This is an optimization exercise on Yosys and OpenROAD, whose aim is small area, not a production implementation.
Function was checked by simulation only, so behaviour that the tests miss may differ from the original.
Power figures rest on the tool's default switching activity, not on a simulated workload.

--- config.mk ---
export PLATFORM = sky130hd
export DESIGN_NAME = fsx
export DESIGN_NICKNAME = fsx
export VERILOG_FILES = /design/flow/design.v
export SDC_FILE = /design/flow/constraint.sdc
export NUM_CORES = 8
export LEC_CHECK = 0
export CAP_MARGIN = 20
export CORE_MARGIN = 2
export CORE_UTILIZATION = 25
export SLEW_MARGIN = 20
--- constraint.sdc ---
create_clock -name core_clock -period 10.0 [get_ports {clk}]
set_input_delay 2.0000 -clock core_clock [delete_from_list [all_inputs] [get_ports {clk}]]
set_output_delay 2.0000 -clock core_clock [all_outputs]
set_load 0.01 [all_outputs]
--- design.v ---
module fsx #(
    parameter integer F_CLK_HZ = 400
) (
    input  wire        clk,
    input  wire        rst,
    input  wire        rx_valid,
    input  wire [7:0]  rx_data,
    input  wire        chan_fail,
    output reg         tx_valid,
    output reg  [7:0]  tx_data,
    input  wire        tx_ready,
    input  wire        h_we,
    input  wire [4:0]  h_addr,
    input  wire [15:0] h_wdata,
    output reg  [15:0] h_rdata,
    output wire        irq,
    output wire        link_fail,
    input  wire [31:0] cfg_preamble,         
    input  wire [7:0]  cfg_addr_main,
    input  wire [7:0]  cfg_addr_remote,
    input  wire [7:0]  cfg_addr_pump,
    input  wire [7:0]  cfg_cmd_set,
    input  wire [7:0]  cfg_cmd_telem,
    input  wire [8:0]  cfg_telem_frame_len,  
    input  wire [7:0]  cfg_off_pwatt,
    input  wire [7:0]  cfg_off_prpm,
    input  wire [3:0]  cfg_off_eq1,          
    input  wire [3:0]  cfg_off_eq2,          
    input  wire [3:0]  cfg_off_hour,         
    input  wire [3:0]  cfg_off_min,          
    input  wire [7:0]  cfg_off_wtemp,        
    input  wire [7:0]  cfg_off_atemp,        
    input  wire [71:0] cfg_feature_id        
);
    localparam integer TIMEOUT_TICKS = 5 * F_CLK_HZ;
    function [10:0] lfsr_step(input [10:0] s);
        lfsr_step = {s[9:0], s[10] ^ s[8]};
    endfunction
    function [10:0] lfsr_after(input integer n);
        integer i;
        reg [10:0] s;
        begin
            s = 11'h001;
            for (i = 0; i < n; i = i + 1)
                s = lfsr_step(s);
            lfsr_after = s;
        end
    endfunction
    localparam [10:0] T_SEED = 11'h001;
    localparam [10:0] T_END  = lfsr_after(TIMEOUT_TICKS + 1);
    localparam [1:0] RS_HUNT = 2'd0, RS_HDR = 2'd1, RS_PAY = 2'd2, RS_CK = 2'd3;
    localparam [1:0] DS_IDLE = 2'd0, DS_TX = 2'd1, DS_WAIT = 2'd2;
    reg        rx_en, ie_done, ie_err;
    reg        lfail;                       
    reg [1:0]  rs;
    reg        m1, m2, m3;                  
    reg [7:0]  cnt;                         
    reg [7:0]  f_dst, f_src, f_cmd, f_len;
    reg [15:0] sum;
    reg [7:0]  c_eq1;
    reg        c_eq2;
    reg [7:0]  c_a, c_b, c_c, c_d;          
    reg        nx_pw, nx_rp;
    reg        got_wt, got_at;
    reg [8:0]  equip;
    reg [7:0]  hour, minute, wtemp, atemp, s_src, s_dst;
    reg [15:0] pwatt, prpm;
    reg [31:0] ts;
    reg        v_st, v_wtemp, v_atemp, v_pump;
    reg        fresh;
    reg [15:0] seq;
    reg [15:0] ck_rx, ck_calc, cnt_ok, cnt_ckerr;
    reg        v_ck;
    reg [7:0]  lf_dst, lf_src, lf_cmd, lf_len;
    reg        v_lf;
    reg [31:0] now;
    reg [1:0]  dstate;
    reg [3:0]  c_feat;
    reg        c_st;
    reg [2:0]  att;
    reg [3:0]  txidx;
    reg [10:0] tmr;
    reg        done, result, cause, aborted;
    reg        illegal_op, cmd_overrun;
    wire        wr_ctrl = h_we && (h_addr == 5'h00);
    wire        wr_cmd  = h_we && (h_addr == 5'h01);
    wire [3:0]  op      = h_wdata[15:12];
    reg cmd_illegal;
    always @(*) begin
        case (op)
            4'h0:    cmd_illegal = (h_wdata[11:0] != 12'h000);
            4'h1:    cmd_illegal = (h_wdata[11:5] != 7'h00) || (h_wdata[3:0] > 4'd8);
            4'h2:    cmd_illegal = (h_wdata[11:3] != 9'h000);
            default: cmd_illegal = 1'b1;
        endcase
    end
    wire idle      = (dstate == DS_IDLE);
    wire busy      = !idle;
    wire do_setf   = wr_cmd && !cmd_illegal && (op == 4'h1);
    wire do_clr    = wr_cmd && !cmd_illegal && (op == 4'h2);
    wire start     = do_setf && idle;
    wire overrun   = do_setf && busy;
    wire clr_done  = do_clr && h_wdata[0];
    wire clr_err   = do_clr && h_wdata[1];
    wire clr_cnt   = do_clr && h_wdata[2];
    wire rx_live = !chan_fail && !lfail;
    wire rx_off  = rx_live && !rx_en;
    wire rx_byte = rx_live && rx_en && rx_valid;
    wire [7:0] b = rx_data;
    wire in_hunt = (rs == RS_HUNT);
    wire in_hdr  = (rs == RS_HDR);
    wire in_pay  = (rs == RS_PAY);
    wire in_ck   = (rs == RS_CK);
    wire pre_hit = m3 && (b == cfg_preamble[7:0]);
    wire hdr_last = (cnt[1:0] == 2'd3);
    wire [7:0] cnt_inc = cnt + 8'd1;
    wire pay_last = (cnt_inc == f_len);
    wire ck1    = rx_byte && in_ck && m1;
    wire [15:0] ckr = {cnt, b};
    wire ck_ok  = (ckr == sum);
    wire accept = ck1 && ck_ok;
    wire reject = ck1 && !ck_ok;
    wire is_telem  = (f_src == cfg_addr_pump) && (f_cmd == cfg_cmd_telem) &&
                     (({1'b0, f_len} + 9'd10) == cfg_telem_frame_len);
    wire is_status = !is_telem && (f_len > 8'd8);
    wire upd_telem  = accept && is_telem;
    wire upd_status = accept && is_status;
    wire store_upd  = upd_telem || upd_status;
    wire pay_byte = rx_byte && in_pay;
    wire hit_eq1  = (cnt == {4'h0, cfg_off_eq1});
    wire hit_eq2  = (cnt == {4'h0, cfg_off_eq2});
    wire hit_hour = (cnt == {4'h0, cfg_off_hour});
    wire hit_min  = (cnt == {4'h0, cfg_off_min});
    wire hit_wt   = (cnt == cfg_off_wtemp);
    wire hit_at   = (cnt == cfg_off_atemp);
    wire hit_pw   = (cnt == cfg_off_pwatt);
    wire hit_rp   = (cnt == cfg_off_prpm);
    wire in_tx   = (dstate == DS_TX);
    wire in_wait = (dstate == DS_WAIT);
    wire tmo     = (tmr == T_END);
    wire match   = v_st && (equip[c_feat] == c_st);
    wire [7:0] c_fid  = cfg_feature_id[c_feat*8 +: 8];
    wire [9:0] c_csum = {2'b00, cfg_addr_remote} + {2'b00, cfg_addr_main} +
                        {2'b00, cfg_cmd_set} + {2'b00, c_fid} + {8'h00, 1'b1, c_st};
    reg [7:0] frame_byte;
    always @(*) begin
        case (txidx)
            4'd0:    frame_byte = cfg_preamble[31:24];
            4'd1:    frame_byte = cfg_preamble[23:16];
            4'd2:    frame_byte = cfg_preamble[15:8];
            4'd3:    frame_byte = cfg_preamble[7:0];
            4'd4:    frame_byte = cfg_addr_remote;
            4'd5:    frame_byte = cfg_addr_main;
            4'd6:    frame_byte = cfg_cmd_set;
            4'd7:    frame_byte = 8'h02;
            4'd8:    frame_byte = c_fid;
            4'd9:    frame_byte = {7'h00, c_st};
            4'd10:   frame_byte = {6'h00, c_csum[9:8]};
            default: frame_byte = c_csum[7:0];
        endcase
    end
    wire tx_on  = in_tx && !tmo;
    wire tx_end = tx_on && tx_ready && (txidx == 4'd11);
    always @(*) begin
        if (!rst && tx_on) begin
            tx_valid = 1'b1;
            tx_data  = frame_byte;
        end else begin
            tx_valid = 1'b0;
            tx_data  = 8'h00;
        end
    end
    wire       cmd_seen = (att != 3'd0);
    wire [2:0] rstate_o = lfail ? 3'd4 : {1'b0, rs};
    always @(*) begin
        case (h_addr)
            5'h00: h_rdata = {13'h0000, ie_err, ie_done, rx_en};
            5'h02: h_rdata = {1'b0, att, cmd_seen ? c_feat : 4'h0, 2'b00, cmd_seen & c_st,
                              aborted, cause, result, done, busy};
            5'h03: h_rdata = {13'h0000, lfail, cmd_overrun, illegal_op};
            5'h04: h_rdata = {10'h000, dstate, fresh, rstate_o};
            5'h05: h_rdata = {9'h000, v_st, v_pump, v_st, v_atemp, v_wtemp, v_st, v_st};
            5'h06: h_rdata = v_st ? {7'h00, equip} : 16'h0000;
            5'h07: h_rdata = v_st ? {hour, minute} : 16'h0000;
            5'h08: h_rdata = {v_atemp ? atemp : 8'h00, v_wtemp ? wtemp : 8'h00};
            5'h09: h_rdata = v_st ? {s_src, s_dst} : 16'h0000;
            5'h0A: h_rdata = v_pump ? pwatt : 16'h0000;
            5'h0B: h_rdata = v_pump ? prpm : 16'h0000;
            5'h0C: h_rdata = v_st ? ts[15:0] : 16'h0000;
            5'h0D: h_rdata = v_st ? ts[31:16] : 16'h0000;
            5'h0E: h_rdata = seq;
            5'h0F: h_rdata = v_ck ? ck_rx : 16'h0000;
            5'h10: h_rdata = v_ck ? ck_calc : 16'h0000;
            5'h11: h_rdata = cnt_ok;
            5'h12: h_rdata = cnt_ckerr;
            5'h13: h_rdata = now[15:0];
            5'h14: h_rdata = now[31:16];
            5'h15: h_rdata = v_lf ? {lf_src, lf_dst} : 16'h0000;
            5'h16: h_rdata = v_lf ? {lf_cmd, lf_len} : 16'h0000;
            default: h_rdata = 16'h0000;
        endcase
    end
    assign irq       = (ie_done && done) || (ie_err && (illegal_op || cmd_overrun || lfail));
    assign link_fail = lfail;
    always @(posedge clk) begin
        if (rx_byte) begin
            if (in_hunt || (in_hdr && hdr_last))
                cnt <= 8'd0;
            else if (in_ck)
                cnt <= b;
            else
                cnt <= cnt_inc;
            if (in_hdr)
                {f_dst, f_src, f_cmd, f_len} <= {f_src, f_cmd, f_len, b};
            if (in_hunt)
                sum <= 16'h0000;
            else if (!in_ck)
                sum <= sum + {8'h00, b};
        end
        if (pay_byte) begin
            nx_pw <= hit_pw;
            nx_rp <= hit_rp;
            if (hit_eq1) c_eq1 <= b;
            if (hit_eq2) c_eq2 <= b[0];
            if (is_telem) begin
                if (hit_pw) c_a <= b;
                if (nx_pw)  c_b <= b;
                if (hit_rp) c_c <= b;
                if (nx_rp)  c_d <= b;
            end else begin
                if (hit_hour) c_a <= b;
                if (hit_min)  c_b <= b;
                if (hit_wt)   c_c <= b;
                if (hit_at)   c_d <= b;
            end
        end
        if (rx_byte && in_hdr) begin
            got_wt <= 1'b0;
            got_at <= 1'b0;
        end else if (pay_byte) begin
            if (hit_wt) got_wt <= 1'b1;
            if (hit_at) got_at <= 1'b1;
        end
        if (upd_telem) begin
            pwatt <= {c_a, c_b};
            prpm  <= {c_c, c_d};
        end
        if (upd_status) begin
            equip  <= {c_eq2, c_eq1};
            hour   <= c_a;
            minute <= c_b;
            s_src  <= f_src;
            s_dst  <= f_dst;
            ts     <= now;
            if (got_wt) wtemp <= c_c;
            if (got_at) atemp <= c_d;
        end
        if (accept) begin
            lf_dst <= f_dst;
            lf_src <= f_src;
            lf_cmd <= f_cmd;
            lf_len <= f_len;
        end
        if (reject) begin
            ck_rx   <= ckr;
            ck_calc <= sum;
        end
        if (start) begin
            c_feat <= h_wdata[3:0];
            c_st   <= h_wdata[4];
        end
        if (idle)
            txidx <= 4'd0;
        else if (tx_on && tx_ready)
            txidx <= (txidx == 4'd11) ? 4'd0 : txidx + 4'd1;
        tmr <= idle ? T_SEED : lfsr_step(tmr);
    end
    wire [15:0] cnt_ok_base    = clr_cnt ? 16'h0000 : cnt_ok;
    wire [15:0] cnt_ckerr_base = clr_cnt ? 16'h0000 : cnt_ckerr;
    always @(posedge clk) begin
        if (rst) begin
            rx_en   <= 1'b1;
            ie_done <= 1'b0;
            ie_err  <= 1'b0;
            lfail <= 1'b0;
            rs <= RS_HUNT;
            m1 <= 1'b0; m2 <= 1'b0; m3 <= 1'b0;
            v_st <= 1'b0; v_wtemp <= 1'b0; v_atemp <= 1'b0; v_pump <= 1'b0;
            fresh <= 1'b0;
            seq <= 16'h0000;
            cnt_ok <= 16'h0000; cnt_ckerr <= 16'h0000;
            v_ck <= 1'b0; v_lf <= 1'b0;
            now <= 32'h0;
            dstate <= DS_IDLE;
            att <= 3'd0;
            done <= 1'b0; result <= 1'b0; cause <= 1'b0; aborted <= 1'b0;
            illegal_op <= 1'b0; cmd_overrun <= 1'b0;
        end else begin
            if (wr_ctrl) begin
                rx_en   <= h_wdata[0];
                ie_done <= h_wdata[1];
                ie_err  <= h_wdata[2];
            end
            if (wr_cmd && cmd_illegal)
                illegal_op <= 1'b1;
            else if (clr_err)
                illegal_op <= 1'b0;
            if (overrun)
                cmd_overrun <= 1'b1;
            else if (clr_err)
                cmd_overrun <= 1'b0;
            if (chan_fail) begin
                lfail <= 1'b1;
            end else if (lfail) begin
            end else if (!rx_en) begin
                rs <= RS_HUNT;
                m1 <= 1'b0; m2 <= 1'b0; m3 <= 1'b0;
            end else if (rx_valid) begin
                m1 <= in_hunt ? (b == cfg_preamble[31:24]) : (in_ck && !m1);
                m2 <= in_hunt && m1 && (b == cfg_preamble[23:16]);
                m3 <= in_hunt && m2 && (b == cfg_preamble[15:8]);
                case (rs)
                    RS_HUNT: if (pre_hit) rs <= RS_HDR;
                    RS_HDR:  if (hdr_last) rs <= (b == 8'h00) ? RS_CK : RS_PAY;
                    RS_PAY:  if (pay_last) rs <= RS_CK;
                    default: if (m1) rs <= RS_HUNT;
                endcase
            end
            if (accept) v_lf <= 1'b1;
            if (reject) v_ck <= 1'b1;
            if (accept)
                cnt_ok <= (cnt_ok_base == 16'hFFFF) ? 16'hFFFF : cnt_ok_base + 16'd1;
            else
                cnt_ok <= cnt_ok_base;
            if (reject)
                cnt_ckerr <= (cnt_ckerr_base == 16'hFFFF) ? 16'hFFFF : cnt_ckerr_base + 16'd1;
            else
                cnt_ckerr <= cnt_ckerr_base;
            if (upd_telem)
                v_pump <= 1'b1;
            if (upd_status) begin
                v_st <= 1'b1;
                if (got_wt) v_wtemp <= 1'b1;
                if (got_at) v_atemp <= 1'b1;
            end
            if (store_upd)
                seq <= seq + 16'd1;
            if (store_upd)
                fresh <= 1'b1;
            else if (tx_end)
                fresh <= 1'b0;
            case (dstate)
                DS_IDLE: begin
                    if (start) begin
                        dstate  <= DS_TX;
                        att     <= 3'd1;
                        done    <= 1'b0;
                        result  <= 1'b0;
                        cause   <= 1'b0;
                        aborted <= 1'b0;
                    end else if (clr_done) begin
                        done    <= 1'b0;
                        result  <= 1'b0;
                        cause   <= 1'b0;
                        aborted <= 1'b0;
                    end
                end
                DS_TX: begin
                    if (tmo) begin
                        dstate  <= DS_IDLE;
                        done    <= 1'b1;
                        result  <= 1'b1;
                        cause   <= 1'b0;
                        aborted <= 1'b1;
                    end else begin
                        if (clr_done) begin
                            done    <= 1'b0;
                            result  <= 1'b0;
                            cause   <= 1'b0;
                            aborted <= 1'b0;
                        end
                        if (tx_ready && txidx == 4'd11)
                            dstate <= DS_WAIT;
                    end
                end
                DS_WAIT: begin
                    if (fresh && match) begin
                        dstate <= DS_IDLE;
                        done   <= 1'b1;
                        result <= 1'b0;
                        cause  <= 1'b0;
                    end else if (tmo) begin
                        dstate <= DS_IDLE;
                        done   <= 1'b1;
                        result <= 1'b1;
                        cause  <= 1'b0;
                    end else if (fresh && (att < 3'd5)) begin
                        att    <= att + 3'd1;
                        dstate <= DS_TX;
                    end else if (fresh) begin
                        dstate <= DS_IDLE;
                        done   <= 1'b1;
                        result <= 1'b1;
                        cause  <= 1'b1;
                    end else if (clr_done) begin
                        done    <= 1'b0;
                        result  <= 1'b0;
                        cause   <= 1'b0;
                        aborted <= 1'b0;
                    end
                end
                default: ;
            endcase
            now <= now + 32'd1;
        end
    end
endmodule
--- run.sh ---
#!/bin/bash
# synth_recipe.tcl (not shown) runs the flow's synth.tcl, then flattens the netlist and writes it again
# the make line also repeats each setting of config.mk as NAME=value (left out here)
make -C /OpenROAD-flow-scripts/flow DESIGN_CONFIG=/design/flow/config.mk WORK_HOME=/design/flow/orfs CLKGATE_MAP_FILE= SYNTH_SCRIPT=/design/flow/synth_recipe.tcl finish
==> results of run 1 <==
-- cell usage in the layout (no fill, tap or decap), types with 17 or more instances in the layout --
cell type          n
ha_1              38
nand4_1           55
o21ai_0           87
xor2_1            79
a22oi_1           45
edfxtp_1         289
inv_1             63
dfxtp_1          124
nor4_1            18
fa_1              17
nand2_1          139
a222oi_1          20
clkdlybuf4s50_1  261
clkbuf_16         46
xnor2_1          119
a21oi_1           70
nor3_1            40
buf_4             44
and3_1            26
mux4_2            17
a221oi_1          24
nor2b_1           27
or3_1             24
and2_1            18
a22o_1            51
mux2i_1           37
nor2_1           137
nand3_1           61
-- how the worst max path moves through the flow --
stage | start | endpoint | cells after the start
floorplan | rx_data[7] | atemp[0] | 8
global placement | cfg_feature_id[41] | tx_data[1] | 15
detailed placement | cfg_feature_id[57] | tx_data[1] | 15
CTS | cfg_feature_id[57] | tx_data[1] | 15
global route | cfg_feature_id[25] | tx_data[1] | 15
finish | cfg_feature_id[41] | tx_data[1] | 15
-- critical path: stages --
cell and delay, ns:
clkdlybuf4s50_1 0.41, mux4_2 0.47, a2bb2oi_1 0.21, a22oi_1 0.36, fa_1 0.30, inv_1 0.06
ha_1 0.30, inv_1 0.04, a2111oi_0 0.48, a211o_1 0.28, a2111oi_2 0.08, nor3_1 0.34
a2111oi_0 0.18, nor3_1 0.33, clkdlybuf4s50_1 0.61
-- layer usage --
metal	wire length, um	vias to the layer above	track usage
met4	2240	8	0.0515
met2	34400	643	0.266
met5	57	-	0
met3	4800	123	0.0284
li1	-	7590	-
met1	30500	8077	0.213
-- power by group through the flow --
stage	logic (uW)	registers, uW	clock network (uW)
after detailed placement	357	1870	0
after global placement	358	1870	0
final	360	1830	1830
after CTS	360	1830	1860
after global routing	393	1830	1920
after floorplan	191	1860	0
-- per-stage QoR --
step                total power [uW]  instances
CTS                             4050       3251
finish                          4020       3256
detailed placement              2230       3167
global route                    4150       3256
floorplan                       2050       1884
global placement                2230       3167
-- sequential cells by signal (all words and copies together), names as in the netlist, 16 cells and up --
signal,count
now,32
ts,32
ck_calc,16
ck_rx,16
cnt_ckerr,16
cnt_ok,16
prpm,16
pwatt,16
seq,16
sum,16
-- cells by family after synthesis --
| group | share of synthesized area |
|---|---|
| AOI/OAI and AO/OA | 0.135 |
| xor gates and xnor gates | 0.0833 |
| adders and majority gates | 0.0387 |
| and+or+nand+nor | 0.143 |
| DFF | 0.529 |
| buffers and inverters | 0.0336 |
| muxes | 0.0368 |
-- cell type report --
class,count,area share
clock inverter,29,0.0167
timing repair buffer,306,0.111
clock buffer,55,0.0446
sequential,413,0.420
multi-input combinational,1304,0.347
inverter,64,0.00904
antenna,5,0.000471
tap,1080,0.0509
==> impl_metrics.yaml, run 1 <==
status:
  status: "timing/DRC/antenna clean"
floorplanning:
  die_x_um: 294
  start_util: 0.252
  die_y_um: 294
  die-area_um2: 86700
  fp.coreArea_um2: 83600
  fp-row-count: 106
  boundaryPins: 263
worst_setup_path:
  rrSetupSlack_ns: 5.51
  path_max_fanout: 3
  reg2reg_to: "equip[7]"
  start_kind: "input pin"
  reg2regPathDepth: 9
  path_class: "in2out"
  crit_path_end_kind: "output port"
  crit_required_ns: 8.00
  worst_r2r_startpoint: "lfail"
  arrival_ns: 6.46
pwr:
  switchingPower_uw: 903
  p_int_uw: 3120
  ir_drop_mv: 0.114
  power_frac_clock: 0.455
  p_per_area_nw_per_um2: 151
  seqPwrFrac: 0.455
  leakagePower_uw: 0.00887
  p_comb_frac: 0.089
  p_sw_frac: 0.224
clock_tree:
  insertion_delay_ns: 0.59
  cts_resized: 0
  cts_buffer_depth: 3
  cts_buffers: 45
  hold_buffers: 0
  clkTransAtPathRegs_ns: 0.06
  clockRootBuffer: "clkbuf_16"
  tritoncts: "done"
  cts_max_level: 2
  cts_setup_buffers: 0
  clock_sinks: 413
synth:
  syn_area_um2: 21100
  async_reset_ff_frac: 0
  synth_area_leaders: "edfxtp_1 41%, dfxtp_1 12%, xnor2_1 4.9%"
  yosysSeqAreaShare: 0.529
  yosysTopAreaCellShare: 0.412
  yosysTopAreaCell: "edfxtp_1"
  synthesis.nets: 2175
  yosysMostFrequentCell: "edfxtp_1"
  synth_cell_types: 87
  ys_ff_latch: 413
  syn_avg_cell_area_um2: 11.2
  synth_common_cells: "289 x edfxtp_1, 139 x nand2_1, 138 x nor2_1"
  synth-edff-count: 289
  syn_inst: 1884
  synth_flop_cell: "edfxtp_1"
  yosys_warnings: 1
place:
  dpl.hpwl_um: 54100
  placed_area_um2: 24900
  place.gp.congestion: 0.943
  io_buffers: 262
  dpl_worst_slack_ns: 1.63
timing:
  hold_violations: 0
  fmax_ghz: 0.118
  worst_pin_slew_ns: 1.14
  relSlewSlack: 0.234
  setup_viol: 0
  period_share: 0.846
  finalCriticalPeriod_ns: 8.46
  holdWs_ns: 0.412
  rsz0062_at_grt: "false"
  fin_ws_ns: 1.54
  slew_viol_final: 0
  finClkSkew_ns: 0.0244
  setup_tns_ns: 0
run:
  cap_violations: 0
detailed_routing:
  ant_nets: 0
  drtIter0Drc: 1912
  drtPass1Iterations: 9
  post_drt_wl_per_cell_um: 22.1
  drc: 0
  num_vias: 16400
  viasPerCell: 5.05
  routed_wl_um: 72000
global_routing:
  grt_max_degree: 81
  grt_pass1_wl_um: 104000
  antenna_found_initial: 11
  gr-total-overflow: 0
  grt_pass1_vias: 16000
  grt_use_total: 0.161
layout:
  final_area_um2: 26600
  regArea_um2: 11200
  syn_to_final_growth_pct: 26.0
  layout-drive-gt1-share: 0.0751
  num-fill-cells: 8470
  final_core_util: 0.318
  layout.nets: 2425
  multiInputGateArea_um2: 9230
hold_path:
  worstHoldEndpoint: "equip[6]"
  hp-class: "reg2reg"
  hp-start: "c_eq1[6]"
  hold_depth: 0
==> inputs of run 2 (changes only) <==
==> flow/run.sh (new file) <==
#!/bin/bash
set -euo pipefail
export BUFFER_PORTS_ARGS="-buffer_cell sky130_fd_sc_hd__buf_1"
bash standard.sh finish > flow_make.log 2>&1
==> standard.sh (new file) <==
#!/bin/bash
# synth_recipe.tcl (not shown) runs the flow's synth.tcl, then flattens the netlist and writes it again
# the make line also repeats each setting of config.mk as NAME=value (left out here)
make -C /OpenROAD-flow-scripts/flow DESIGN_CONFIG=/design/flow/config.mk WORK_HOME=/design/flow/orfs CLKGATE_MAP_FILE= SYNTH_SCRIPT=/design/flow/synth_recipe.tcl "${@:-finish}"
removed: run.sh
==> run 2 against run 1 <==
Compared with the run above: sequential share of layout area up 3.1 points; die area unchanged; maximum frequency up 9.5%; clock-buffer cell count up 4; clock skew down 0.0032 ns; via count down 0.31%; global-route usage down 0.37 points; still clean on timing, DRC and antenna; wire length down 1.8%; critical path depth up 1; highest routed layer unchanged; area after synthesis unchanged; sequential power about the same.
==> impl_metrics.yaml, run 2 <==
floorplanning:
  die_x_um: 294
  fp.coreArea_um2: 83600
  die-area_um2: 86700
  boundaryPins: 263
  start_util: 0.252
  die_y_um: 294
  fp-row-count: 106
layout:
  final_area_um2: 24700
  layout-drive-gt1-share: 0.0753
  layout.nets: 2422
  reg.largest.list: "now (32), ts (32)"
  final_common_cell: "edfxtp_1"
  mostFrequentLayoutCells: "289 x edfxtp_1, 260 x buf_1, 139 x nand2_1, 136 x nor2_1, 124 x dfxtp_1"
  syn_to_final_growth_pct: 17.2
detailed_routing:
  drtIter0Drc: 1773
  num_vias: 16400
  drc: 0
  post_drt_wl_per_cell_um: 21.8
  viasPerCell: 5.05
  routed_wl_um: 70700
  drtPass1Iterations: 8
  ant_nets: 0
clock_tree:
  insertion_delay_ns: 0.59
  cts_setup_buffers: 0
  clkTransAtPathRegs_ns: 0.06
  tritoncts: "done"
  hold_buffers: 0
  cts_resized: 0
  cts_max_level: 2
  clock_sinks: 413
  cts_buffers: 44
  cts_buffer_depth: 3
  clockRootBuffer: "clkbuf_16"
status:
  status: "timing/DRC/antenna clean"
worst_setup_path:
  path_max_fanout: 3
  start_kind: "input pin"
  arrival_ns: 5.72
  rrSetupSlack_ns: 6.09
  crit_required_ns: 8.00
  path_class: "in2out"
  crit_path_end_kind: "output port"
timing:
  finalCriticalPeriod_ns: 7.72
  hold_violations: 0
  setup_tns_ns: 0
  worst_pin_slew_ns: 1.16
  finClkSkew_ns: 0.0212
  period_share: 0.772
  relSlewSlack: 0.209
  setup_viol: 0
  rsz0062_at_grt: "false"
  slew_viol_final: 0
  holdWs_ns: 0.412
  fmax_ghz: 0.129
synth:
  yosysMostFrequentCell: "edfxtp_1"
  yosys_warnings: 1
  synth-edff-count: 289
  yosysTopAreaCellShare: 0.412
  yosysSeqAreaShare: 0.529
  yosysTopAreaCell: "edfxtp_1"
  syn_inst: 1884
  synth_cell_types: 87
  syn_avg_cell_area_um2: 11.2
  ys_ff_latch: 413
  synth_area_leaders: "edfxtp_1 41%, dfxtp_1 12%, xnor2_1 4.9%"
  synthesis.nets: 2175
  synth_flop_cell: "edfxtp_1"
  synth_common_cells: "289 x edfxtp_1, 139 x nand2_1, 138 x nor2_1"
  async_reset_ff_frac: 0
  syn_area_um2: 21100
place:
  placed_area_um2: 23300
  dpl.hpwl_um: 53100
  place.gp.congestion: 0.938
  io_buffers: 262
run:
  cap_violations: 0
global_routing:
  grt_use_total: 0.157
  gr-total-overflow: 0
  antenna_found_initial: 8
  grt_pass1_wl_um: 101000
  grt_pass1_vias: 15600
  grt_max_degree: 80
hold_path:
  hp-class: "reg2reg"
pwr:
  switchingPower_uw: 885
  seqPwrFrac: 0.487
  p_per_area_nw_per_um2: 152
  p_sw_frac: 0.235
  p_int_uw: 2880
  ir_drop_mv: 0.117
  leakagePower_uw: 0.00810
  p_comb_frac: 0.080
  power_frac_clock: 0.433
run 2: changes by cell type in the layout (fill, tap and decap cells not counted), sizes merged:
| cell | delta |
|---|---|
| clkdlybuf4s50 | -261 |
| buf | +258 |
| bufinv | -7 |
| clkbuf | +5 |
| clkinv | +3 |
| clkinvlp | -3 |
| diode | -3 |
run 2: power groups by stage:
stage | logic (uW) | clock network, uW | registers (uW)
finish | 302 | 1630 | 1830
global placement | 298 | 0 | 1870
detailed placement | 299 | 0 | 1870
global route | 332 | 1720 | 1830
CTS | 301 | 1660 | 1830
floorplan | 191 | 0 | 1860
run 2: cell families after synthesis:
logic type                 after synthesis  synth area share
muxes                                   56            0.0368
xor gates and xnor gates               199            0.0833
and+or+nand+nor                        595             0.143
DFF                                    413             0.529
buffers and inverters                  167            0.0336
AOI/OAI and AO/OA                      399             0.135
adders and majority gates               55            0.0387
run 2: worst paths after layout:
path,startpoint,end,cells after the start
hold / removal,c_eq1[3],equip[3],0
setup / recovery,cfg_feature_id[57],tx_data[0],16
hold reg to reg,c_eq1[3],equip[3],0
setup reg to reg,lfail,ts[4],9
run 2: routing by layer:
metal,part of all wire,up-vias,GRT usage,routed length (um)
met5,0.00068,-,0,48
met4,0.035,8,0.0577,2470
met3,0.074,139,0.0302,5230
met2,0.47,652,0.256,33100
met1,0.42,8029,0.208,29900
li1,-,7562,-,-
run 2: stage by stage:
stage / power [uW] / util / setup WS, ns / std cells
CTS: 3790 / 0.296 / 2.31 / 3246
global route: 3880 / 0.296 / 2.08 / 3247
floorplan: 2050 / - / 2.49 / 1884
finish: 3760 / 0.296 / 2.28 / 3248
global placement: 2170 / 0.279 / 2.38 / 3165
detailed placement: 2170 / 0.279 / 2.33 / 3165
run 2: area by class of cell:
cell class / instances / area (um2)
Antenna cell: 2 / 5.00
Clock inverter: 22 / 218
Inverter: 64 / 240
Clock buffer: 59 / 1200
Tap cell: 1080 / 1350
Timing Repair Buffer: 304 / 1300
Sequential cell: 413 / 11200
Multi-Input combinational cell: 1304 / 9240
Fill cell: 8606 / 58800
run 2: critical path, cell delays in order:
cell	delay [ns]
buf_1	0.07
mux4_2	0.47
a2bb2oi_1	0.20
a22oi_1	0.36
fa_1	0.53
nor2_1	0.13
nor2_1	0.07
fa_1	0.40
nor2b_1	0.13
o21ai_0	0.10
a21boi_0	0.26
o21a_1	0.18
o211ai_1	0.12
a211o_1	0.28
a31oi_1	0.24
buf_1	0.19
==> inputs of run 3 (changes only) <==
--- a/config.mk
+++ b/config.mk
@@ -8,4 +8,5 @@
 export CAP_MARGIN = 20
 export CORE_MARGIN = 2
-export CORE_UTILIZATION = 25
+export CORE_UTILIZATION = 55
+export CTS_BUF_LIST = sky130_fd_sc_hd__clkbuf_8
 export SLEW_MARGIN = 20
==> run 3 against run 2 <==
Compared with the run above: still clean; global-route usage rose by 18 points; maximum frequency barely moved; worst setup slack worse by 0.0031 ns; power is 5.4% lower; combinational power about the same; design area decreased by 3.6%; area after synthesis stayed put; non-clock buffer count shrank 6; synthesized cell count stayed put; register-to-register slack worse by 0.22 ns; wire length down 7.0%; critical path type unchanged.
==> impl_metrics.yaml, run 3 <==
hold_path:
  hp-class: "reg2reg"
clock_tree:
  hold_buffers: 0
  cts_buffers: 70
  cts_max_level: 3
  insertion_delay_ns: 0.63
  cts_resized: 0
  clockRootBuffer: "clkbuf_8"
  clock_sinks: 413
  tritoncts: "done"
  clkTransAtPathRegs_ns: 0.06
  cts_setup_buffers: 0
  cts_buffer_depth: 3
pwr:
  design_power_total_uw: 3560
  p_per_area_nw_per_um2: 149
  ir_drop_mv: 0.0718
  leakagePower_uw: 0.00809
synth:
  synth_flop_cell: "edfxtp_1"
  yosysTopAreaCell: "edfxtp_1"
  syn_area_um2: 21100
  synth_cell_types: 87
  syn_inst: 1884
  yosysTopAreaCellShare: 0.412
  synthesis.nets: 2175
  async_reset_ff_frac: 0
  yosys_warnings: 1
  synth-edff-count: 289
  ys_ff_latch: 413
  syn_avg_cell_area_um2: 11.2
  yosysMostFrequentCell: "edfxtp_1"
  synth_common_cells: "289 x edfxtp_1, 139 x nand2_1, 138 x nor2_1"
  synth_area_leaders: "edfxtp_1 41%, dfxtp_1 12%, xnor2_1 4.9%"
  yosysSeqAreaShare: 0.529
timing:
  setup_tns_ns: 0
  setup_viol: 0
  finClkSkew_ns: 0.0428
  worst_pin_slew_ns: 1.08
  period_share: 0.773
  hold_violations: 0
  fmax_ghz: 0.129
  rsz0062_at_grt: "false"
  finalCriticalPeriod_ns: 7.73
  slew_viol_final: 0
  fin_ws_ns: 2.27
  relSlewSlack: 0.277
worst_setup_path:
  rrSetupSlack_ns: 5.87
  cp_num_buf_inv: 2
  critPathSlowestCell: "fa_1"
  path_max_fanout: 3
  crit_required_ns: 8.00
  path_class: "in2out"
  crit_chain: "buf_1 > mux4_2 > a2bb2oi_1 > a22oi_1 > fa_1 > nor2_1 > nor2_1 > fa_1 > nor2b_1 > o21ai_0 > a21boi_0 > o21a_1 > o211ai_1 > a211o_1 > a31oi_1 > buf_1"
  slowest_delay_ns: 0.52
  crit_path_end_kind: "output port"
  start_kind: "input pin"
  crit_family: "compound AO/OA/AOI/OAI gates"
  arrival_ns: 5.73
detailed_routing:
  routed_wl_um: 65800
  met1Wirelength_um: 26800
  viasPerCell: 6.15
  post_drt_wl_per_cell_um: 24.2
  drtPass1Iterations: 6
  route.met2.wl_um: 30500
  num_vias: 16700
  ant_nets: 0
  drtIter0Drc: 1559
  top_layer: "met5"
  drc: 0
  wl_met3_um: 5490
global_routing:
  gr-total-overflow: 0
  grt_max_degree: 81
  antenna_found_initial: 3
  grt_pass1_vias: 16000
  grt_use_total: 0.333
  grt_pass1_wl_um: 97400
place:
  placed_cells: 2590
  place.gp.congestion: 0.959
  io_buffers: 262
  dpl_worst_slack_ns: 2.39
  placed_area_um2: 22500
  dpl.hpwl_um: 47800
layout:
  n_antenna_cell: 0
  final_area_um2: 23800
  mostFrequentLayoutCells: "289 x edfxtp_1, 261 x buf_1, 139 x nand2_1, 134 x nor2_1, 124 x dfxtp_1"
  layout-drive-gt1-share: 0.0817
  instances_no_fill: 2715
  final_common_cell: "edfxtp_1"
  reg.largest.list: "now (32), ts (32)"
  num-fill-cells: 3139
  syn_to_final_growth_pct: 13.1
  layout.nets: 2442
status:
  status: "timing/DRC/antenna clean"
floorplanning:
  fp-row-count: 71
  start_util: 0.559
  fp.coreArea_um2: 37800
  boundaryPins: 263
  die_y_um: 200
  die-area_um2: 39900
  die_x_um: 200
run:
  cap_violations: 0
-- run 3: cell counts after synthesis --
No cell type changed its count.
-- run 3: kinds of logic after synthesis --
logic type               Yosys count  share of synthesized area
AO/OA/AOI/OAI                    399                      0.135
XOR/XNOR                         199                     0.0833
adder cells (fa/ha/maj)           55                     0.0387
buffers and inverters            167                     0.0336
flip-flops                       413                      0.529
multiplexers                      56                     0.0368
AND/OR/NAND/NOR                  595                      0.143
-- run 3: cell type report --
type	instances	area, um2	area share
multi-input combinational	1304	9240	0.387
inverter	64	240	0.0101
timing repair buffer	298	1250	0.0526
clock inverter	47	235	0.00987
sequential	413	11200	0.468
tap	511	639	0.0268
clock buffer	78	1070	0.0450
-- run 3: worst paths after layout --
check                      from          to  cells past startpoint
max          cfg_feature_id[41]  tx_data[0]                     16
min                    c_eq1[5]    equip[5]                      0
max reg2reg               lfail    atemp[5]                     10
min reg2reg            c_eq1[5]    equip[5]                      0
-- run 3: stage by stage --
| step | hold slack, ns | util |
|---|---|---|
| after global routing | 0.400 | 0.632 |
| after global placement | 0.403 | 0.597 |
| after detailed placement | 0.405 | 0.597 |
| after CTS | 0.392 | 0.631 |
| final | 0.387 | 0.632 |
| after floorplan | 0.400 | - |
-- run 3: metal layers --
metal / vias up / GRT usage
li1: 7628 / -
met3: 163 / 0.0657
met5: - / 0
met2: 813 / 0.530
met4: 6 / 0.148
met1: 8086 / 0.445
-- run 3: power by group --
| group | switching, uW | internal [uW] |
|---|---|---|
| registers | 12.8 | 1820 |
| clock network | 683 | 743 |
| logic | 175 | 127 |
| total | 870 | 2690 |
-- run 3: worst register-to-register path: cells and delay by family, from the launching register on --
kind	cells	cell delay, ns
buffers and inverters	3	1.39
DFF	1	0.42
and+or+nand+nor	7	1.97
==> inputs of run 4 (changes only) <==
--- a/config.mk
+++ b/config.mk
@@ -10,3 +10,5 @@
 export CORE_UTILIZATION = 55
 export CTS_BUF_LIST = sky130_fd_sc_hd__clkbuf_8
+export CTS_CLUSTER_DIAMETER = 60
+export CTS_CLUSTER_SIZE = 16
 export SLEW_MARGIN = 20
==> run 4 against run 3 <==
Compared with the run above: hold slack gained 0.028 ns; maximum frequency shrank 0.14%; critical path depth shrank 1; synthesized cell count is the same; via count shrank 0.68%; register-to-register slack gained 0.02 ns; sequential power is essentially flat; flip-flop and latch count is the same.
==> impl_metrics.yaml, run 4 <==
status:
  status: "timing/DRC/antenna clean"
clock_tree:
  clock_sinks: 413
  clkTransAtPathRegs_ns: 0.10
  cts_buffer_depth: 3
  cts_max_level: 2
  tritoncts: "done"
  insertion_delay_ns: 0.64
  cts_buffers: 37
  cts_setup_buffers: 0
  cts_resized: 0
  clockRootBuffer: "clkbuf_8"
  hold_buffers: 0
synth:
  yosysMostFrequentCell: "edfxtp_1"
  ys_ff_latch: 413
  async_reset_ff_frac: 0
  yosysSeqAreaShare: 0.529
  yosysTopAreaCell: "edfxtp_1"
  synth_flop_cell: "edfxtp_1"
  synth_common_cells: "289 x edfxtp_1, 139 x nand2_1, 138 x nor2_1"
  synth_area_leaders: "edfxtp_1 41%, dfxtp_1 12%, xnor2_1 4.9%"
  syn_area_um2: 21100
  synth-edff-count: 289
  synth_cell_types: 87
  yosysTopAreaCellShare: 0.412
  synthesis.nets: 2175
  yosys_warnings: 1
  syn_inst: 1884
  syn_avg_cell_area_um2: 11.2
place:
  placed_area_um2: 22500
  io_buffers: 262
  dpl.hpwl_um: 47800
  dpl_worst_slack_ns: 2.39
  place.gp.congestion: 0.959
timing:
  slew_viol_final: 0
  setup_viol: 0
  worst_pin_slew_ns: 1.08
  fmax_ghz: 0.129
  relSlewSlack: 0.273
  rsz0062_at_grt: "false"
  hold_violations: 0
  finClkSkew_ns: 0.0789
  period_share: 0.774
  setup_tns_ns: 0
  finalCriticalPeriod_ns: 7.74
  fin_ws_ns: 2.26
layout:
  layout.nets: 2409
  layout-drive-gt1-share: 0.0680
  syn_to_final_growth_pct: 10.8
  final_common_cell: "edfxtp_1"
  n_antenna_cell: 0
  mostFrequentLayoutCells: "289 x edfxtp_1, 261 x buf_1, 139 x nand2_1, 134 x nor2_1, 124 x dfxtp_1"
  reg.largest.list: "now (32), ts (32)"
  final_core_util: 0.619
  final_area_um2: 23400
detailed_routing:
  drtIter0Drc: 1630
  drc: 0
  num_vias: 16600
  routed_wl_um: 65300
  viasPerCell: 6.24
  post_drt_wl_per_cell_um: 24.6
  ant_nets: 0
  drtPass1Iterations: 8
floorplanning:
  fp-row-count: 71
  die-area_um2: 39900
  fp.coreArea_um2: 37800
  die_y_um: 200
  start_util: 0.559
  boundaryPins: 263
  die_x_um: 200
worst_setup_path:
  path_max_fanout: 3
  start_kind: "input pin"
  rrSetupSlack_ns: 5.89
  crit_required_ns: 8.00
  arrival_ns: 5.74
  crit_path_end_kind: "output port"
  path_class: "in2out"
global_routing:
  gr-total-overflow: 0
  grt_pass1_wl_um: 96600
  grt_max_degree: 81
  grt_use_total: 0.330
  antenna_found_initial: 3
  grt_pass1_vias: 15800
pwr:
  p_per_area_nw_per_um2: 139
  leakagePower_uw: 0.00781
  ir_drop_mv: 0.0805
  design_power_total_uw: 3240
hold_path:
  hp-class: "reg2reg"
run:
  cap_violations: 0
## run 4: layout make-up
class | count | area (um2)
clock inverters | 28 | 288
fillers | 3148 | 14400
multi-input cells | 1304 | 9240
repair buffers | 298 | 1250
flip-flops and latches | 413 | 11200
well taps | 511 | 639
clock buffers | 40 | 551
inverters | 64 | 240
## run 4: worst paths after layout
kind	startpoint	end	cells after the start
setup / recovery	cfg_feature_id[41]	tx_data[1]	15
hold / removal	c_eq2	equip[8]	0
setup reg to reg	lfail	atemp[3]	10
hold reg to reg	c_eq2	equip[8]	0
## run 4: per-layer routing
metal	wire, um	track usage
met2	30300	0.521
met4	3060	0.148
met1	26900	0.450
met3	4970	0.0549
met5	44	0
## run 4: power breakdown
group	internal [uW]	switching, uW	total (uW)
Sequential	1820	12.9	1830
Combinational	127	175	301
Clock	496	613	1110
Total	2440	800	3240
## run 4: critical path, cell delays in order
cell,delay (ns)
buf_1,0.07
mux4_2,0.46
a2bb2oi_1,0.20
a22oi_1,0.31
fa_1,0.29
inv_1,0.06
ha_1,0.33
inv_1,0.05
a2111oi_0,0.61
a211o_1,0.27
a2111oi_2,0.08
nor3_1,0.37
a2111oi_0,0.18
nor3_1,0.27
buf_1,0.19
## run 4: cell families (layout without fill, tap and decap cells)
group | Yosys count | in the layout | share of synthesized area
buffers and inverters | 167 | 430 | 0.0336
XOR/XNOR | 199 | 199 | 0.0833
flip-flops | 413 | 413 | 0.529
adder cells (fa/ha/maj) | 55 | 55 | 0.0387
AND/OR/NAND/NOR | 595 | 595 | 0.143
multiplexers | 56 | 56 | 0.0368
AO/OA/AOI/OAI | 399 | 399 | 0.135
## run 4: metrics by stage
| stage | hold slack (ns) | std cells |
|---|---|---|
| after global routing | 0.434 | 2658 |
| after floorplan | 0.400 | 1884 |
| final | 0.415 | 2658 |
| after detailed placement | 0.405 | 2590 |
| after CTS | 0.411 | 2658 |
| after global placement | 0.403 | 2590 |
==> inputs of run 5 (changes only) <==
--- a/config.mk
+++ b/config.mk
@@ -9,6 +9,6 @@
 export CORE_MARGIN = 2
 export CORE_UTILIZATION = 55
-export CTS_BUF_LIST = sky130_fd_sc_hd__clkbuf_8
+export CTS_BUF_LIST = sky130_fd_sc_hd__clkbuf_16
 export CTS_CLUSTER_DIAMETER = 60
-export CTS_CLUSTER_SIZE = 16
+export CTS_CLUSTER_SIZE = 30
 export SLEW_MARGIN = 20
==> run 5 against run 4 <==
Compared with the run above: flip-flop and latch count is the same; clock-buffer cell count down 8; largest power group unchanged; power grew 7.6%; worst setup slack got worse by 0.025 ns; still clean; clock power increased by 23%.
==> impl_metrics.yaml, run 5 <==
hold_path:
  hp-class: "reg2reg"
  hold_depth: 0
  hp-start: "c_eq2"
synth:
  ys_ff_latch: 413
  synthesis.nets: 2175
  async_reset_ff_frac: 0
  syn_area_um2: 21100
  synth_flop_cell: "edfxtp_1"
  synth-edff-count: 289
  yosys_warnings: 1
  yosysMostFrequentCell: "edfxtp_1"
  synth_area_leaders: "edfxtp_1 41%, dfxtp_1 12%, xnor2_1 4.9%"
  synth_cell_types: 87
  syn_avg_cell_area_um2: 11.2
  yosysTopAreaCellShare: 0.412
  yosysSeqAreaShare: 0.529
  synth_common_cells: "289 x edfxtp_1, 139 x nand2_1, 138 x nor2_1"
  yosysTopAreaCell: "edfxtp_1"
  syn_inst: 1884
global_routing:
  grt_pass1_vias: 15600
  grt_max_degree: 81
  grt_use_total: 0.326
  gr-total-overflow: 0
  grt_pass1_wl_um: 96200
  antenna_found_initial: 3
clock_tree:
  clkTransAtPathRegs_ns: 0.09
  cts_buffer_depth: 3
  clockRootBuffer: "clkbuf_16"
  cts_setup_buffers: 0
  insertion_delay_ns: 0.63
  cts_resized: 0
  cts_max_level: 1
  clock_sinks: 413
  hold_buffers: 0
  tritoncts: "done"
  cts_buffers: 31
floorplanning:
  fp-row-count: 71
  start_util: 0.559
  die-area_um2: 39900
  die_x_um: 200
  die_y_um: 200
  boundaryPins: 263
  fp.coreArea_um2: 37800
place:
  dpl.hpwl_um: 47800
  place.gp.congestion: 0.959
  io_buffers: 262
layout:
  final_core_util: 0.626
  layout.nets: 2403
  layout-drive-gt1-share: 0.0669
  n_antenna_cell: 0
  num-fill-cells: 3109
  regArea_um2: 11200
  mostFrequentLayoutCells: "289 x edfxtp_1, 261 x buf_1, 139 x nand2_1, 134 x nor2_1, 124 x dfxtp_1"
  reg.largest.list: "now (32), ts (32)"
  final_common_cell: "edfxtp_1"
  syn_to_final_growth_pct: 12.2
  multiInputGateArea_um2: 9240
worst_setup_path:
  worst_r2r_startpoint: "lfail"
  reg2regPathDepth: 10
  crit_required_ns: 8.00
  crit_path_end_kind: "output port"
  start_kind: "input pin"
  path_max_fanout: 3
  arrival_ns: 5.76
  worstSetupStartpoint: "cfg_feature_id[41]"
  path_class: "in2out"
detailed_routing:
  drc: 0
  ant_nets: 0
  viasPerCell: 6.22
  drtIter0Drc: 1524
  post_drt_wl_per_cell_um: 24.5
  num_vias: 16500
  drtPass1Iterations: 6
  routed_wl_um: 65000
pwr:
  seqPwrFrac: 0.525
  p_int_uw: 2580
  p_sw_frac: 0.259
  ir_drop_mv: 0.144
  power_frac_clock: 0.389
  leakagePower_uw: 0.00790
  switchingPower_uw: 902
  p_comb_frac: 0.086
  p_per_area_nw_per_um2: 147
timing:
  holdWs_ns: 0.411
  finClkSkew_ns: 0.0401
  setup_viol: 0
  finalCriticalPeriod_ns: 7.76
  period_share: 0.776
  fmax_ghz: 0.129
  worst_pin_slew_ns: 1.05
  rsz0062_at_grt: "false"
  hold_violations: 0
  relSlewSlack: 0.295
  setup_tns_ns: 0
  slew_viol_final: 0
run:
  cap_violations: 0
status:
  status: "timing/DRC/antenna clean"
## run 5: cell counts after synthesis
No cell type changed its count.
## run 5: worst paths after layout
check	to	slack, ns
setup / recovery	tx_data[1]	2.24
hold / removal	equip[8]	0.41
setup reg to reg	atemp[3]	5.94
hold reg to reg	equip[8]	0.41
## run 5: power by group through the flow
stage / clock (uW) / combinational (uW) / sequential [uW]
2_1_floorplan: 0 / 191 / 1860
3_3_place_gp: 0 / 295 / 1870
3_5_place_dp: 0 / 296 / 1870
4_1_cts: 1370 / 298 / 1830
5_1_grt: 1420 / 330 / 1830
6_report: 1360 / 301 / 1830
## run 5: logic make-up after synthesis
| family | count (synthesis) | synth area share |
|---|---|---|
| simple gates | 595 | 0.143 |
| flops | 413 | 0.529 |
| compound gates | 399 | 0.135 |
| xor+xnor | 199 | 0.0833 |
| buf+inv | 167 | 0.0336 |
| mux | 56 | 0.0368 |
| fa+ha+maj | 55 | 0.0387 |
## run 5: final cells by class
type / instances / share of cell area
Sequential cell: 413 / 0.472
Inverter: 64 / 0.0102
Multi-Input combinational cell: 1304 / 0.391
Tap cell: 511 / 0.0270
Clock buffer: 32 / 0.0339
Clock inverter: 26 / 0.0133
Timing Repair Buffer: 298 / 0.0531
## run 5: per-layer routing
metal	global-route usage	part of all wire
met2	0.524	0.47
met4	0.130	0.044
met1	0.452	0.41
met3	0.0462	0.083
met5	0	0.00068
## run 5: critical path: stages
cell and delay (ns):
buf_1 0.07, mux4_2 0.46, a2bb2oi_1 0.20, a22oi_1 0.33
fa_1 0.30, inv_1 0.06, ha_1 0.32, inv_1 0.05
a2111oi_0 0.61, a211o_1 0.27, a2111oi_2 0.08, nor3_1 0.37
a2111oi_0 0.18, nor3_1 0.27, buf_1 0.19
## run 5: stage by stage
step / setup WS, ns / std cells / power [uW] / area [um2]
6_report: 2.24 / 2648 / 3490 / 23600
5_1_grt: 2.04 / 2648 / 3590 / 23600
4_1_cts: 2.37 / 2648 / 3490 / 23600
3_5_place_dp: 2.39 / 2590 / 2160 / 22500
3_3_place_gp: 2.36 / 2590 / 2160 / 22500
2_1_floorplan: 2.49 / 1884 / 2050 / 21100
==> inputs of run 6 (changes only) <==
==> config.mk (replaced) <==
export PLATFORM = sky130hd
export DESIGN_NAME = fsx
export DESIGN_NICKNAME = fsx
export VERILOG_FILES = /design/flow/design.v
export SDC_FILE = /design/flow/constraint.sdc
export NUM_CORES = 8
export LEC_CHECK = 0
export CAP_MARGIN = 0
export CORE_MARGIN = 2
export CORE_UTILIZATION = 55
export CTS_BUF_LIST = sky130_fd_sc_hd__clkbuf_4
export SLEW_MARGIN = 0
==> run 6 against run 5 <==
Compared with the run above: still clean; design area rose by 1.1%; first-iteration DRC count rose by 7.2%; combinational power barely moved; clock-buffer cell count rose by 125; critical endpoint unchanged.
==> impl_metrics.yaml, run 6 <==
status:
  status: "timing/DRC/antenna clean"
clock_tree:
  cts_resized: 0
  clock_sinks: 413
  tritoncts: "done"
  cts_max_level: 3
  cts_buffer_depth: 3
  clkTransAtPathRegs_ns: 0.06
  insertion_delay_ns: 0.82
  cts_buffers: 105
  cts_setup_buffers: 0
  clockRootBuffer: "clkbuf_4"
  hold_buffers: 0
timing:
  hold_violations: 0
  fmax_ghz: 0.130
  worst_pin_slew_ns: 1.24
  relSlewSlack: 0.173
  finClkSkew_ns: 0.0878
  rsz0062_at_grt: "false"
  setup_viol: 0
  setup_tns_ns: 0
  finalCriticalPeriod_ns: 7.70
  period_share: 0.770
  slew_viol_final: 0
  holdWs_ns: 0.403
place:
  place.gp.congestion: 0.959
  io_buffers: 262
  dpl.hpwl_um: 47800
worst_setup_path:
  arrival_ns: 5.70
  worst_r2r_startpoint: "f_len[2]"
  crit_path_end_kind: "output port"
  crit_family: "compound AO/OA/AOI/OAI gates"
  reg2regPathDepth: 7
  crit_chain: "buf_1 > mux4_2 > a2bb2oi_1 > a22oi_1 > fa_1 > inv_1 > ha_1 > inv_1 > a2111oi_0 > a211o_1 > a2111oi_2 > nor3_1 > a2111oi_0 > nor3_1 > buf_1"
  crit_required_ns: 8.00
  reg2reg_to: "c_b[3]"
  crit_path_end: "tx_data[1]"
  worstSetupStartpoint: "cfg_feature_id[41]"
  start_kind: "input pin"
  cp.depth: 15
  path_max_fanout: 3
  path_class: "in2out"
  critPathSlowestCell: "a2111oi_0"
  cp_num_buf_inv: 4
  slowest_delay_ns: 0.60
  rrSetupSlack_ns: 5.86
global_routing:
  antenna_found_initial: 4
  grt_pass1_wl_um: 98100
  gr-total-overflow: 0
  grt_max_degree: 81
  grt_pass1_vias: 16400
  grt_use_total: 0.334
floorplanning:
  boundaryPins: 263
  die-area_um2: 39900
  die_x_um: 200
  die_y_um: 200
  fp.coreArea_um2: 37800
  fp-row-count: 71
  start_util: 0.559
synth:
  syn_inst: 1884
  yosysTopAreaCell: "edfxtp_1"
  syn_area_um2: 21100
  ys_ff_latch: 413
  synth-edff-count: 289
  synth_cell_types: 87
  yosysSeqAreaShare: 0.529
  async_reset_ff_frac: 0
  yosys_warnings: 1
  yosysMostFrequentCell: "edfxtp_1"
  synth_common_cells: "289 x edfxtp_1, 139 x nand2_1, 138 x nor2_1"
  yosysTopAreaCellShare: 0.412
  syn_avg_cell_area_um2: 11.2
  synth_area_leaders: "edfxtp_1 41%, dfxtp_1 12%, xnor2_1 4.9%"
  synth_flop_cell: "edfxtp_1"
  synthesis.nets: 2175
layout:
  syn_to_final_growth_pct: 13.4
  layout-drive-gt1-share: 0.111
  final_common_cell: "edfxtp_1"
  reg.largest.list: "now (32), ts (32)"
  mostFrequentLayoutCells: "289 x edfxtp_1, 261 x buf_1, 157 x clkbuf_4, 139 x nand2_1, 136 x nor2_1"
  layout.nets: 2477
detailed_routing:
  num_vias: 16900
  routed_wl_um: 66100
  drc: 0
  viasPerCell: 6.07
  drtPass1Iterations: 8
  post_drt_wl_per_cell_um: 23.7
  ant_nets: 0
  drtIter0Drc: 1634
hold_path:
  hp-class: "reg2reg"
  hold_depth: 0
pwr:
  p_sw_frac: 0.249
  p_comb_frac: 0.084
  p_per_area_nw_per_um2: 150
  power_frac_clock: 0.406
  leakagePower_uw: 0.00817
  seqPwrFrac: 0.510
  switchingPower_uw: 894
  ir_drop_mv: 0.0707
  p_int_uw: 2690
run:
  cap_violations: 0
## run 6: changes by cell type in the layout (fill, tap and decap cells not counted), moves of 3 or more
cell	delta
clkinv_1	+31
inv_8	-6
clkbuf_4	+157
inv_16	-4
clkbuf_16	-32
inv_12	-3
## run 6: worst min path at each step
| stage | startpoint | to | slack [ns] |
|---|---|---|---|
| floorplan | c_eq1[0] | equip[0] | 0.40 |
| detailed placement | c_eq1[5] | equip[5] | 0.40 |
| global placement | c_eq1[7] | equip[7] | 0.40 |
| global route | c_eq1[2] | equip[2] | 0.43 |
| CTS | c_eq2 | equip[8] | 0.42 |
| finish | c_eq1[3] | equip[3] | 0.40 |
## run 6: stage by stage
step                setup slack [ns]  std cells   util  instance area, um2  power, uW
floorplan                       2.49       1884      -               21100       2050
global placement                2.36       2590  0.597               22500       2160
detailed placement              2.39       2590  0.597               22500       2160
CTS                             2.37       2789  0.633               23900       3600
global route                    2.04       2790  0.633               23900       3720
finish                          2.30       2791  0.633               23900       3590
## run 6: power by group through the flow
stage                     registers, uW  logic [uW]  clock network, uW
after floorplan                    1860         191                  0
after global placement             1870         295                  0
after detailed placement           1870         296                  0
after CTS                          1830         298               1480
after global routing               1830         330               1560
final                              1830         301               1460
## run 6: cells by family (layout without fill, tap and decap cells)
family	Yosys count	after routing	share of synthesized area
AOI/OAI and AO/OA	399	399	0.135
xor gates and xnor gates	199	199	0.0833
adders and majority gates	55	55	0.0387
buffers and inverters	167	561	0.0336
DFF	413	413	0.529
muxes	56	56	0.0368
other	0	2	0
and+or+nand+nor	595	595	0.143
## run 6: worst register-to-register path, stage by stage, from the launching register on
cell and delay (ns):
edfxtp_1 0.60, ha_1 0.39, xor2_1 0.16, nor4_1 0.31, o2111ai_1 0.23, nor4_4 0.89
a21oi_1 0.17, nor2_1 0.95
## run 6: routing by layer
metal | part of all wire | vias to the layer above | GRT usage
met1 | 0.41 | 8238 | 0.442
met4 | 0.044 | 6 | 0.154
met3 | 0.078 | 154 | 0.0716
li1 | - | 7766 | -
met5 | 0.00067 | - | 0
met2 | 0.47 | 767 | 0.530
## run 6: area by class of cell
cell class              count  area (um2)
repair buffers            298        1250
well taps                 511         639
inverters                  64         240
clock buffers             157        1180
diodes                      2        5.00
flip-flops and latches    413       11200
multi-input cells        1304        9230
clock inverters            42         203
fillers                  3143       13800
==> inputs of run 7 (changes only) <==
--- a/design.v
+++ b/design.v
@@ -141,6 +141,5 @@
     wire match   = v_st && (equip[c_feat] == c_st);
     wire [7:0] c_fid  = cfg_feature_id[c_feat*8 +: 8];
-    wire [9:0] c_csum = {2'b00, cfg_addr_remote} + {2'b00, cfg_addr_main} +
-                        {2'b00, cfg_cmd_set} + {2'b00, c_fid} + {8'h00, 1'b1, c_st};
+    reg  [9:0] c_csum;    
     reg [7:0] frame_byte;
     always @(*) begin
@@ -275,4 +274,8 @@
             txidx <= (txidx == 4'd11) ? 4'd0 : txidx + 4'd1;
         tmr <= idle ? T_SEED : lfsr_step(tmr);
+        if (txidx[3:2] == 2'b00)
+            c_csum <= 10'd0;
+        else if (tx_on && tx_ready && !(txidx[3] && txidx[1]))
+            c_csum <= c_csum + {2'b00, frame_byte};
     end
     wire [15:0] cnt_ok_base    = clr_cnt ? 16'h0000 : cnt_ok;
==> flow/run.sh (replaced) <==
#!/bin/bash
# Own layout flow: the standard ORFS flow (standard.sh) with three changes:
#  1. synthesis is synth_recipe.tcl unchanged, except that ORFS's single ABC call
#     gets an area-oriented ABC script (flow/area.abc) in place of the speed one;
#     registers are mapped before ABC, so they are the standard synthesis's;
#  2. port buffers use the smallest buffer cell (every port still gets one);
#  3. CTS without dummy clock loads.
# Every tool's output goes to logs in this folder (flow_make.log, ORFS logs under orfs/logs).
set -euo pipefail
W=$(pwd)
export BUFFER_PORTS_ARGS="-buffer_cell sky130_fd_sc_hd__buf_1"
export CTS_ARGS="-sink_clustering_enable -repair_clock_nets -sink_clustering_size ${FSX_CTS_SIZE:-16} -sink_clustering_max_diameter ${FSX_CTS_DIAM:-60} -buf_list sky130_fd_sc_hd__clkbuf_8 -dont_use_dummy_load"
cat > "$W/flow_synth.tcl" <<EOT
proc abc {args} {
  set i [lsearch -exact \$args -script]
  if {\$i >= 0} { set args [lreplace \$args [expr {\$i + 1}] [expr {\$i + 1}] {$W/flow/area.abc}] }
  yosys abc {*}\$args
}
source {$W/synth_recipe.tcl}
EOT
sed "s#SYNTH_SCRIPT=[^ ]*#SYNTH_SCRIPT=$W/flow_synth.tcl#" standard.sh > own_standard.sh
grep -q "SYNTH_SCRIPT=$W/flow_synth.tcl" own_standard.sh
bash own_standard.sh finish > flow_make.log 2>&1
==> flow/area.abc (new file) <==
strash
&get -n
&deepsyn -J 40 -T 600
&put
strash
&get -n
&dch -f
&nf -R 1000 -p -F 10 -C 32
&put
==> config.mk (replaced) <==
export PLATFORM = sky130hd
export DESIGN_NAME = fsx
export DESIGN_NICKNAME = fsx
export VERILOG_FILES = /design/flow/design.v
export SDC_FILE = /design/flow/constraint.sdc
export NUM_CORES = 8
export LEC_CHECK = 0
export CAP_MARGIN = 20
export CORE_MARGIN = 2
export CORE_UTILIZATION = 70
export GPL_TIMING_DRIVEN = 0
export PLACE_DENSITY = 0.8
export SLEW_MARGIN = 20
==> run 7 against run 6 <==
Compared with the run above: power shrank 17%; clock skew shrank 0.015 ns; core utilization grew 16 points; clock power shrank 42%; area after synthesis shrank 9.4%; critical path depth grew 3; wire length shrank 7.4%; critical path type is now in2reg; highest routed layer is now met4.
==> impl_metrics.yaml, run 7 <==
layout:
  syn_to_final_growth_pct: 11.3
  mostFrequentLayoutCells: "289 x edfxtp_1, 261 x buf_1, 134 x dfxtp_1, 105 x nand2_1, 101 x a21oi_1"
  final_common_cell: "edfxtp_1"
  reg.largest.list: "now (32), ts (32)"
  instances_no_fill: 2279
  n_antenna_cell: 0
  layout.nets: 2214
  layout-drive-gt1-share: 0.0387
  final_area_um2: 21300
clock_tree:
  tritoncts: "done"
  cts_max_level: 2
  hold_buffers: 0
  clock_sinks: 423
  cts_buffer_depth: 3
  cts_setup_buffers: 0
  cts_resized: 0
  cts_buffers: 35
  clockRootBuffer: "clkbuf_8"
  clkTransAtPathRegs_ns: 0.10
  insertion_delay_ns: 0.59
detailed_routing:
  viasPerCell: 7.27
  ant_nets: 0
  routed_wl_um: 61200
  drtIter0Drc: 2636
  drtPass1Iterations: 10
  drc: 0
  post_drt_wl_per_cell_um: 26.8
  num_vias: 16600
worst_setup_path:
  arrival_ns: 8.39
  worst_r2r_startpoint: "cnt[0]"
  path_max_fanout: 18
  start_kind: "input pin"
  path_class: "in2reg"
  crit_path_end_kind: "register"
  worstSetupStartpoint: "rx_data[7]"
  crit_required_ns: 10.48
timing:
  slew_viol_final: 0
  hold_violations: 0
  finClkSkew_ns: 0.0723
  relSlewSlack: 0.112
  rsz0062_at_grt: "false"
  finalCriticalPeriod_ns: 7.91
  setup_tns_ns: 0
  setup_viol: 0
  worst_pin_slew_ns: 1.32
  period_share: 0.791
  fmax_ghz: 0.126
synth:
  yosysTopAreaCellShare: 0.454
  yosysMostFrequentCell: "edfxtp_1"
  yosysSeqAreaShare: 0.594
  synth_cell_types: 60
  syn_avg_cell_area_um2: 11.8
  syn_inst: 1626
  synth_flop_cell: "edfxtp_1"
  async_reset_ff_frac: 0
  synth_area_leaders: "edfxtp_1 45%, dfxtp_1 14%, a222oi_1 3.5%"
  synth-edff-count: 289
  yosysTopAreaCell: "edfxtp_1"
  ys_ff_latch: 423
  yosys_warnings: 1
  synth_common_cells: "289 x edfxtp_1, 134 x dfxtp_1, 105 x nand2_1"
  syn_area_um2: 19100
  synthesis.nets: 1900
floorplanning:
  boundaryPins: 263
  fp-row-count: 60
  die_x_um: 169
  fp.coreArea_um2: 26900
  die_y_um: 169
  start_util: 0.711
  die-area_um2: 28600
hold_path:
  hp-class: "reg2reg"
  hp-start: "c_eq1[2]"
pwr:
  leakagePower_uw: 0.00696
  ir_drop_mv: 0.109
  p_per_area_nw_per_um2: 140
place:
  place.gp.congestion: 1.00
  dpl.hpwl_um: 44500
  placed_cells: 2244
  io_buffers: 262
  placed_area_um2: 20800
global_routing:
  grt_max_degree: 75
  grt_pass1_vias: 15700
  antenna_found_initial: 1
  grt_pass1_wl_um: 90200
  gr-total-overflow: 0
  grt_use_total: 0.421
status:
  status: "timing/DRC/antenna clean"
run:
  cap_violations: 0
run 7: power breakdown:
group | leakage [uW] | switching [uW] | internal [uW] | total, uW
registers | 0.00370 | 20.0 | 1860 | 1880
clock network | 0.000252 | 528 | 315 | 843
logic | 0.00301 | 156 | 95.7 | 251
total | 0.00696 | 704 | 2270 | 2980
run 7: worst paths after layout:
path	to	slack (ns)	cells after the start
worst min register to register	equip[2]	0.41	0
worst min-delay path	equip[2]	0.41	0
worst max-delay path	seq[15]	2.09	18
worst max register to register	seq[15]	4.05	16
run 7: kinds of logic (layout without fill, tap and decap cells):
group,count (synthesis),in the layout,share of synthesized area
AO/OA/AOI/OAI,445,445,0.168
XOR/XNOR,96,96,0.0440
adder cells (fa/ha/maj),38,38,0.0257
buffers and inverters,61,373,0.0120
flip-flops,423,423,0.594
multiplexers,5,5,0.00465
AND/OR/NAND/NOR,558,558,0.151
run 7: cell type report:
cell class | instances | area (um2)
tap | 341 | 427
inverter | 61 | 236
clock buffer | 35 | 482
fill | 1665 | 5600
multi-input combinational | 1142 | 7580
sequential | 423 | 11400
timing repair buffer | 277 | 1190
run 7: routing by layer:
metal,GRT usage,share of wire
met5,0,0
met4,0.188,0.052
met3,0.116,0.14
met2,0.676,0.46
met1,0.538,0.34
run 7: critical path, stage by stage:
cell	delay, ns
buf_1	0.86
ha_1	0.44
nor4_1	0.45
nand4_1	0.20
nor4_1	0.52
nand4_1	0.77
nor2_4	0.83
buf_16	0.24
nor2_1	0.17
nor2b_1	0.25
and4_1	0.30
and3_1	0.23
and3_1	0.21
and3_1	0.26
and3_1	0.22
and3_1	0.20
and3_1	0.16
nor3_1	0.05
run 7: stage by stage:
step,total power (uW),hold slack (ns),worst slack [ns],util
after global placement,2150,0.404,-0.393,0.764
after floorplan,2050,0.400,3.11,-
after CTS,2960,0.419,2.39,0.791
final,2980,0.415,2.09,0.792
after detailed placement,2160,0.406,1.79,0.774
after global routing,3050,0.431,1.87,0.792

what the ideal ports hide:
No port has a modelled driver above. Below, the same layouts with a new extraction and two added sets of constraints. Step 1: set_driving_cell puts a clkbuf_16 on clk and a buf_2 on each other input, an assumption about the parent block. Step 2 moves the port delays by t, midway between the first and last clock arrival at a register: inputs arrive t later, outputs are due t later. That takes back most of the time a late clock gives input paths. Slacks: ideal ports / drivers / drivers and shift; pairs: ideal ports / drivers.
run	t (ns)	setup slack, ns	hold WS [ns]	worst setup path at the end	worst slew at a driven data input, ns
run 1	0.645	1.543 / 1.519 / 1.519	0.412 / 0.412 / 0.412	input to output	0.15
run 2	0.640	2.277 / 2.255 / 2.255	0.412 / 0.412 / 0.412	input to output	0.13
run 3	0.653	2.274 / 2.247 / 2.247	0.387 / 0.387 / 0.387	input to output	0.10
run 4	0.645	2.263 / 2.237 / 2.237	0.415 / 0.415 / 0.415	input to output	0.10
run 5	0.657	2.239 / 2.213 / 2.213	0.411 / 0.411 / 0.411	input to output	0.10
run 6	0.820	2.296 / 2.269 / 2.269	0.403 / 0.403 / 0.403	input to output	0.10
run 7	0.585	2.086 / 2.100 / 1.515	0.415 / 0.415 / 0.415	input to register	0.06
After both steps every run listed still meets setup and hold. The setup slack of run 7, which loses most, moves by +0.014 ns with the drivers and by -0.571 ns with both steps.
